What follows belongs to an exercise in optimizing a design on an open flow for small area, a short achievable clock period and few clock cycles; a production flow would make more cautious choices. Function was checked by simulation only, so behaviour that the tests miss may differ from the original. Power and IR drop assume default switching activity.

==> design.v <==
module dbc3_blit (
    input  wire        clk,
    input  wire        rst,
    input  wire        start,
    output wire        ready,
    output reg         done,
    input  wire [23:0] src_addr,
    input  wire [8:0]  blit_x,
    input  wire [8:0]  blit_y,
    input  wire        flip_x,
    input  wire        flip_y,
    input  wire [7:0]  pen,
    input  wire        pen_mode,
    input  wire [9:0]  clip_x,
    input  wire [9:0]  clip_y,
    input  wire [9:0]  clip_width,
    input  wire [9:0]  clip_height,
    input  wire [3:0]  clip_ctrl,
    input  wire [23:0] rom_len,
    output reg  [23:0] end_src_addr,
    output reg  [8:0]  end_blit_y,
    output reg         anom_oor,
    output reg  [7:0]  anom_unk,
    output wire        rom_req,
    output wire [23:0] rom_addr,
    input  wire        rom_gnt,
    input  wire [7:0]  rom_rdata,
    output wire        pix_valid,
    input  wire        pix_ready,
    output wire [8:0]  pix_x,
    output wire [8:0]  pix_y,
    output wire [7:0]  pix_pen
);
    localparam [2:0] OP_NEXT = 3'd0, OP_LINE = 3'd1, OP_COPY = 3'd2,
                     OP_SKIP = 3'd3, OP_UNUSED = 3'd4, OP_CHGA = 3'd5,
                     OP_CHGP = 3'd6, OP_STOP = 3'd7;
    localparam [2:0] S_IDLE  = 3'd0,
                     S_FIELD = 3'd1,    
                     S_REQ   = 3'd2,    
                     S_WAIT  = 3'd3,    
                     S_PIX   = 3'd4,    
                     S_STOP  = 3'd5;
    localparam [3:0] F_HP     = 4'd0,
                     F_HA     = 4'd1,
                     F_OP     = 4'd2,
                     F_LINE_N = 4'd3,
                     F_LINE_P = 4'd4,
                     F_COPY_N = 4'd5,
                     F_COPY_P = 4'd6,
                     F_SKIP_N = 4'd7,
                     F_CHGA   = 4'd8,
                     F_CHGP   = 4'd9;
    reg [2:0]  state;
    reg [3:0]  fkind;
    reg [4:0]  fbits;        
    reg [15:0] facc;         
    reg [23:0] len_r;
    reg        flip_x_r;
    reg        flip_y_r;
    reg [7:0]  pen_r;
    reg        pen_mode_r;
    reg [9:0]  clip_x_r, clip_y_r, clip_w_r, clip_h_r;
    reg [3:0]  clip_ctrl_r;
    reg [26:0] cursor;       
    reg [8:0]  x_start;
    reg [8:0]  x_work;
    reg [8:0]  y_work;
    reg [3:0]  pen_size;     
    reg [4:0]  arg_size;     
    reg [16:0] pix_left;     
    reg        is_copy;
    reg [7:0]  color;
    reg        buf_valid;
    reg [23:0] buf_addr;
    reg [7:0]  buf_data;
    wire [23:0] byte_addr = cursor[26:3];
    wire        in_range  = (cursor[26:3] < len_r);
    wire        buf_hit   = buf_valid && (buf_addr == byte_addr);
    wire        bit_avail = !in_range || buf_hit;
    wire        bit_val   = in_range ? buf_data[3'd7 - cursor[2:0]] : 1'b1;
    wire [15:0] fval      = {facc[14:0], bit_val};
    wire        last_bit  = (fbits == 5'd1);
    assign rom_req  = (state == S_REQ);
    assign rom_addr = byte_addr;
    wire [10:0] clip_right  = {1'b0, clip_x_r} + {1'b0, clip_w_r};
    wire [10:0] clip_bottom = {1'b0, clip_y_r} + {1'b0, clip_h_r};
    wire xclip = ({1'b0, x_work} < clip_x_r) || ({2'b0, x_work} > clip_right);
    wire yclip = ({1'b0, y_work} < clip_y_r) || ({2'b0, y_work} > clip_bottom);
    wire ax = (clip_ctrl_r[0] && !xclip) || (clip_ctrl_r[1] && xclip);
    wire ay = (clip_ctrl_r[2] && !yclip) || (clip_ctrl_r[3] && yclip);
    wire accept = ax && ay;
    assign pix_valid = (state == S_PIX) && accept;
    assign pix_x     = x_work;
    assign pix_y     = y_work;
    assign pix_pen   = color;
    function [7:0] resolve;
        input [7:0] p;
        reg   [7:0] v;
        begin
            v = p;
            if (pen_mode_r)
                v = {v[7:4], pen_r[3:0]};
            resolve = v | {pen_r[7:4], 4'h0};
        end
    endfunction
    wire [7:0] pen_field = fval[7:0];
    wire [8:0] xstep = flip_x_r ? 9'h1FF : 9'h001;
    wire [8:0] ystep = flip_y_r ? 9'h1FF : 9'h001;
    assign ready = (state == S_IDLE);
    function [23:0] cursor_to_addr;
        input [26:0] c;
        reg   [27:0] s;
        begin
            s = {1'b0, c} + 28'd7;
            cursor_to_addr = s[26:3];
        end
    endfunction
    task begin_field;
        input [3:0] kind;
        input [4:0] w;
        begin
            fkind <= kind;
            fbits <= w;
            facc  <= 16'd0;
            state <= S_FIELD;
        end
    endtask
    always @(posedge clk) begin
        if (rst) begin
            state     <= S_IDLE;
            done      <= 1'b0;
            buf_valid <= 1'b0;
        end else begin
            done <= 1'b0;
            case (state)
                S_IDLE: begin
                    if (start) begin
                        len_r       <= rom_len;
                        flip_x_r    <= flip_x;
                        flip_y_r    <= flip_y;
                        pen_r       <= pen;
                        pen_mode_r  <= pen_mode;
                        clip_x_r    <= clip_x;
                        clip_y_r    <= clip_y;
                        clip_w_r    <= clip_width;
                        clip_h_r    <= clip_height;
                        clip_ctrl_r <= clip_ctrl;
                        cursor      <= {src_addr, 3'b000};
                        x_start     <= blit_x;
                        x_work      <= blit_x;
                        y_work      <= blit_y;
                        anom_oor    <= 1'b0;
                        anom_unk    <= 8'd0;
                        buf_valid   <= 1'b0;
                        begin_field(F_HP, 5'd4);
                    end
                end
                S_REQ: begin
                    if (rom_gnt) begin
                        buf_addr <= byte_addr;
                        state    <= S_WAIT;
                    end
                end
                S_WAIT: begin
                    buf_data  <= rom_rdata;
                    buf_valid <= 1'b1;
                    state     <= S_FIELD;
                end
                S_FIELD: begin
                    if (!bit_avail) begin
                        state <= S_REQ;
                    end else begin
                        if (in_range)
                            cursor <= cursor + 27'd1;
                        else
                            anom_oor <= 1'b1;
                        facc  <= fval;
                        fbits <= fbits - 5'd1;
                        if (last_bit) begin
                            case (fkind)
                                F_HP: begin
                                    pen_size <= {1'b0, fval[2:0]} + 4'd1;
                                    begin_field(F_HA, 5'd4);
                                end
                                F_HA: begin
                                    arg_size <= {1'b0, fval[3:0]} + 5'd1;
                                    begin_field(F_OP, 5'd3);
                                end
                                F_OP: begin
                                    case (fval[2:0])
                                        OP_NEXT: begin
                                            y_work <= y_work + ystep;
                                            x_work <= x_start;
                                            begin_field(F_OP, 5'd3);
                                        end
                                        OP_LINE: begin_field(F_LINE_N, arg_size);
                                        OP_COPY: begin_field(F_COPY_N, arg_size);
                                        OP_SKIP: begin_field(F_SKIP_N, arg_size);
                                        OP_CHGA: begin_field(F_CHGA, 5'd4);
                                        OP_CHGP: begin_field(F_CHGP, 5'd3);
                                        OP_STOP: state <= S_STOP;
                                        OP_UNUSED: begin
                                            if (anom_unk != 8'hFF)
                                                anom_unk <= anom_unk + 8'd1;
                                            begin_field(F_OP, 5'd3);
                                        end
                                    endcase
                                end
                                F_LINE_N: begin
                                    pix_left <= {1'b0, fval} + 17'd1;
                                    begin_field(F_LINE_P, {1'b0, pen_size});
                                end
                                F_LINE_P: begin
                                    color   <= resolve(pen_field);
                                    is_copy <= 1'b0;
                                    state   <= S_PIX;
                                end
                                F_COPY_N: begin
                                    pix_left <= {1'b0, fval} + 17'd1;
                                    begin_field(F_COPY_P, {1'b0, pen_size});
                                end
                                F_COPY_P: begin
                                    color   <= resolve(pen_field);
                                    is_copy <= 1'b1;
                                    state   <= S_PIX;
                                end
                                F_SKIP_N: begin
                                    if (flip_x_r)
                                        x_work <= x_work - fval[8:0];
                                    else
                                        x_work <= x_work + fval[8:0];
                                    begin_field(F_OP, 5'd3);
                                end
                                F_CHGA: begin
                                    arg_size <= {1'b0, fval[3:0]} + 5'd1;
                                    begin_field(F_OP, 5'd3);
                                end
                                F_CHGP: begin
                                    pen_size <= {1'b0, fval[2:0]} + 4'd1;
                                    begin_field(F_OP, 5'd3);
                                end
                                default: begin_field(F_OP, 5'd3);
                            endcase
                        end
                    end
                end
                S_PIX: begin
                    if (!accept || pix_ready) begin
                        x_work   <= x_work + xstep;
                        pix_left <= pix_left - 17'd1;
                        if (pix_left == 17'd1)
                            begin_field(F_OP, 5'd3);
                        else if (is_copy)
                            begin_field(F_COPY_P, {1'b0, pen_size});
                    end
                end
                S_STOP: begin
                    end_src_addr <= cursor_to_addr(cursor);
                    end_blit_y   <= y_work;
                    done         <= 1'b1;
                    state        <= S_IDLE;
                end
                default: state <= S_IDLE;
            endcase
        end
    end
endmodule
==> run.sh <==
#!/bin/bash
# synth_recipe.tcl (not shown) runs the flow's synth.tcl, then flattens the netlist and writes it again
# the make line also repeats each setting of config.mk as NAME=value (left out here)
make -C /OpenROAD-flow-scripts/flow DESIGN_CONFIG=/design/flow/config.mk WORK_HOME=/design/flow/orfs CLKGATE_MAP_FILE= SYNTH_SCRIPT=/design/flow/synth_recipe.tcl finish
==> config.mk <==
export PLATFORM = sky130hd
export DESIGN_NAME = dbc3_blit
export DESIGN_NICKNAME = dbc3_blit
export VERILOG_FILES = /design/flow/design.v
export SDC_FILE = /design/flow/constraint.sdc
export NUM_CORES = 4
export LEC_CHECK = 0
export CAP_MARGIN = 20
export CORE_MARGIN = 2
export CORE_UTILIZATION = 40
export PLACE_DENSITY = 0.6
export SLEW_MARGIN = 20
==> constraint.sdc <==
create_clock -name core_clock -period 8.0 [get_ports {clk}]
set_input_delay 1.6000 -clock core_clock [delete_from_list [all_inputs] [get_ports {clk}]]
set_output_delay 1.6000 -clock core_clock [all_outputs]
set_load 0.01 [all_outputs]
==> impl_metrics.env <==
export IMPL_outcome="complete, no violations"
export IMPL_period_needed_ns=6.47
export IMPL_syn_avg_cell_area_um2=11.3
export IMPL_dp_cells=2040
export IMPL_crit_fanout=4
export IMPL_timing_rr_end="x_work[8]"
export IMPL_wl_met2_um=18800
export IMPL_timing_rr_start="cursor[10]"
export IMPL_power_density_nw_per_um2=221
export IMPL_post_cts_setup_buffer_count=0
export IMPL_io_pins=230
export IMPL_maxCapViolCount=0
export IMPL_synthAdderAreaFrac_pct=9.82
export IMPL_power_frac_clock_pct=36.5
export IMPL_synth_top_area_share_pct=51.8
export IMPL_clock_latency_ns=0.54
export IMPL_drt_iter0_markers=657
export IMPL_via_per_inst=5.22
export IMPL_cts_resized_gates=0
export IMPL_fmax_ghz=0.155
export IMPL_switchingPower_mw=1.20
export IMPL_yosys_area_top_type="edfxtp_1"
export IMPL_syn_nets=1615
export IMPL_grt_max_degree=88
export IMPL_initial_core_util_pct=40.7
export IMPL_cts_made_buffers=34
export IMPL_fin_cells=2099
export IMPL_highest_layer="met4"
export IMPL_clkTransAtPathRegs_ns=0.06
export IMPL_rsz0062_at_grt="false"
export IMPL_route_met3_wl_um=2290
export IMPL_synth_mux_area_share_pct=1.05
export IMPL_grt_first_pass_wirelength_um=62000
export IMPL_synth_commonest_cells="266 x edfxtp_1, 117 x nand2_1, 113 x ha_1"
export IMPL_htreeDepth=2
export IMPL_dp_hpwl_um=28200
export IMPL_grt_antenna_before_repair=0
export IMPL_synth_xor_area_share_pct=8.13
export IMPL_wl_per_cell_um=18.8
export IMPL_chipWidth_um=200
export IMPL_fp_dieH_um=200
export IMPL_reg2reg_slack_ns=2.74
export IMPL_required_ns=6.40
export IMPL_area_growth_pct=24.5
export IMPL_slew_violations=0
export IMPL_yosysWarnings=1
export IMPL_peakVddDrop_mv=0.151
export IMPL_clock_path_buffers=3
export IMPL_synthTopCellsByArea="edfxtp_1 52%, ha_1 9.2%, xor2_1 4.3%"
export IMPL_intPower_mw=3.05
export IMPL_diodes=0
export IMPL_period_share_pct=80.9
export IMPL_hold_path_class="flip-flop to flip-flop"
export IMPL_worst_slew_pin_slew_ns=1.05
export IMPL_synth_edf_count=266
export IMPL_synth_top_family_by_area="simple AND/OR/NAND/NOR gates"
export IMPL_wl_um=39400
export IMPL_yosysSeqAreaShare_pct=52.5
export IMPL_syn_area_um2=15400
export IMPL_fin_worst_skew_ns=0.0190
export IMPL_slew_headroom_pct=29.9
export IMPL_setup_viol=0
export IMPL_ant_nets=0
export IMPL_synth_cells=1363
export IMPL_synth_cell_types=78
export IMPL_synth_compound_area_share_pct=11.6
export IMPL_setup_tns_ns=0
export IMPL_p_comb_share_pct=20.4
export IMPL_p_total_mw=4.25
export IMPL_num_rows=71
export IMPL_via_count=10956
export IMPL_io_buffers=229
export IMPL_grt_pass1_vias=10879
export IMPL_clock_sinks=271
export IMPL_timing_hold_ws_ns=0.496
export IMPL_die_area_um2=40100
export IMPL_swShare_pct=28.3
export IMPL_core_um2=37800
export IMPL_nNetsFinal=1817
export IMPL_drt_met1_wl_um=17700
export IMPL_hold_depth=1
export IMPL_drc=0
export IMPL_seqPwrFrac_pct=43.1
export IMPL_cts_tree="done"
export IMPL_ys_ff_latch=271
export IMPL_ys_flop_type="edfxtp_1"
export IMPL_hold_buffers=0
export IMPL_cts_root_buffer="clkbuf_16"
export IMPL_grt_overflow=0
export IMPL_groute_usage_overall_pct=19.5
export IMPL_crit_arrival_ns=4.87
export IMPL_synth_most_common_cell="edfxtp_1"
export IMPL_start_kind="flip-flop"
export IMPL_hold_end="color[5]"
export IMPL_ff2ff_path_depth=20
export IMPL_async_flop_share_pct=0
export IMPL_end_kind="output port"
export IMPL_hold_viol=0
export IMPL_critPathKind="flip-flop to output port"
export IMPL_dr_pass1_iters=5
export IMPL_synthSimpleGateAreaFrac_pct=12.4
export IMPL_hp_start="pen_r[5]"
export IMPL_place_gp_congestion=0.799
export IMPL_total_leakage_power_nw=7.14
export IMPL_drive_above_1_share_pct=6.23
-- area by class of cell --
type | instances | area [µm²]
clock buffer | 46 | 937
tap | 511 | 639
clock inverter | 13 | 164
multi-input combinational | 936 | 6680
timing repair buffer | 240 | 2370
inverter | 82 | 308
fill | 3470 | 18700
sequential | 271 | 8090
-- worst max-delay path by stage --
stage,slack (ns),cells past startpoint,from,end
after floorplan,1.13,4,rst,cursor[0]
final,1.53,15,clip_y_r[0],pix_valid
after CTS,1.44,15,clip_y_r[0],pix_valid
after global routing,1.12,18,clip_x_r[0],pix_valid
after detailed placement,2.02,15,clip_y_r[0],pix_valid
after global placement,2.11,18,clip_x_r[0],pix_valid
-- per-layer routing --
metal | GRT usage, % | vias to the layer above
li1 | - | 5353
met3 | 3.79 | 49
met4 | 5.34 | 0
met2 | 32.4 | 298
met1 | 26.0 | 5256
met5 | 0 | -
-- logic make-up after synthesis --
logic type / Yosys count
AND/OR/NAND/NOR: 387
AO/OA/AOI/OAI: 275
flip-flops: 271
buffers and inverters: 156
XOR/XNOR: 143
adder cells (fa/ha/maj): 118
multiplexers: 13
-- flip-flops by register name, indices dropped and copies added, names as in the netlist, 5 cells and up --
name / flops
end_blit_y: 9
facc: 15
cursor: 27
arg_size: 5
clip_x_r: 10
clip_h_r: 10
color: 8
clip_w_r: 10
clip_y_r: 10
buf_data: 8
x_start: 9
buf_addr: 24
end_src_addr: 24
y_work: 9
x_work: 9
anom_unk: 8
len_r: 24
fbits: 5
pen_r: 8
pix_left: 17
-- cells in the final DEF (no fill, tap or decap), types with 8 or more instances in the layout --
cell               n
nand3_1           31
nand2_1          116
nor2b_1           26
ha_1             113
xnor2_1           68
nand4_1           16
clkbuf_1           9
o21a_1            10
o21ai_0           85
edfxtp_1         266
xor2_1            75
and2_1             8
and3_1            18
nor3_1            27
nor2_1            90
clkdlybuf4s50_1  229
a211oi_1           9
a21oi_1           60
a21o_1            23
inv_1             81
a31oi_1            9
clkbuf_16         35
buf_4             11
-- through the flow --
step | cell area, µm² | util (%) | worst slack (ns)
2_1_floorplan | 15400 | - | 1.13
3_3_place_gp | 18100 | 47.8 | 2.11
3_5_place_dp | 18100 | 47.8 | 2.02
4_1_cts | 19200 | 50.7 | 1.44
5_1_grt | 19200 | 50.7 | 1.12
6_report | 19200 | 50.7 | 1.53
-- worst max-delay path: stages (launching register included) --
cell	delay [ns]
edfxtp_1	0.39
ha_1	0.27
fa_1	0.44
a211oi_1	0.40
o21bai_1	0.13
a21oi_1	0.18
xor2_1	0.17
ha_1	0.28
a2111oi_0	0.40
a211oi_1	0.09
o21ai_0	0.12
a21boi_2	0.10
a221oi_2	0.25
mux2i_1	0.17
nor3_2	0.34
clkdlybuf4s50_1	0.60
-- power by group through the flow --
stage	sequential, mW	clock, mW	combinational (mW)
finish	1.83	1.55	0.867
global route	1.85	1.64	0.972
CTS	1.83	1.58	0.872
detailed placement	1.86	0	0.866
global placement	1.86	0	0.850
floorplan	1.80	0	0.609
Testbench counts, summed over its fixed seeds: cycles 228,191.

==> static timing again, ports no longer ideal <==
Ports are ideal in the flow. The routed layout listed here was re-timed in OpenROAD. Step 1: set_driving_cell puts a clkbuf_16 on clk and a buf_2 on each other input, an assumption about the parent block. Step 2 also shifts input and output timing later by t, the mid clock arrival at the registers, as if the neighbouring blocks saw the same clock. a / b / c = no drivers / after step 1 / after step 2; a / b = the first two.
shift t [ns]: 0.585
slack for setup (ns): 1.529 / 1.474 / 2.060
worst register clock-pin slew, ns: 0.06 / 0.06
worst slew at a driven data input, ns: 0.10
After both steps this run still meets setup and hold. The setup slack of this run moves by -0.055 ns with the drivers and by +0.531 ns with both steps.
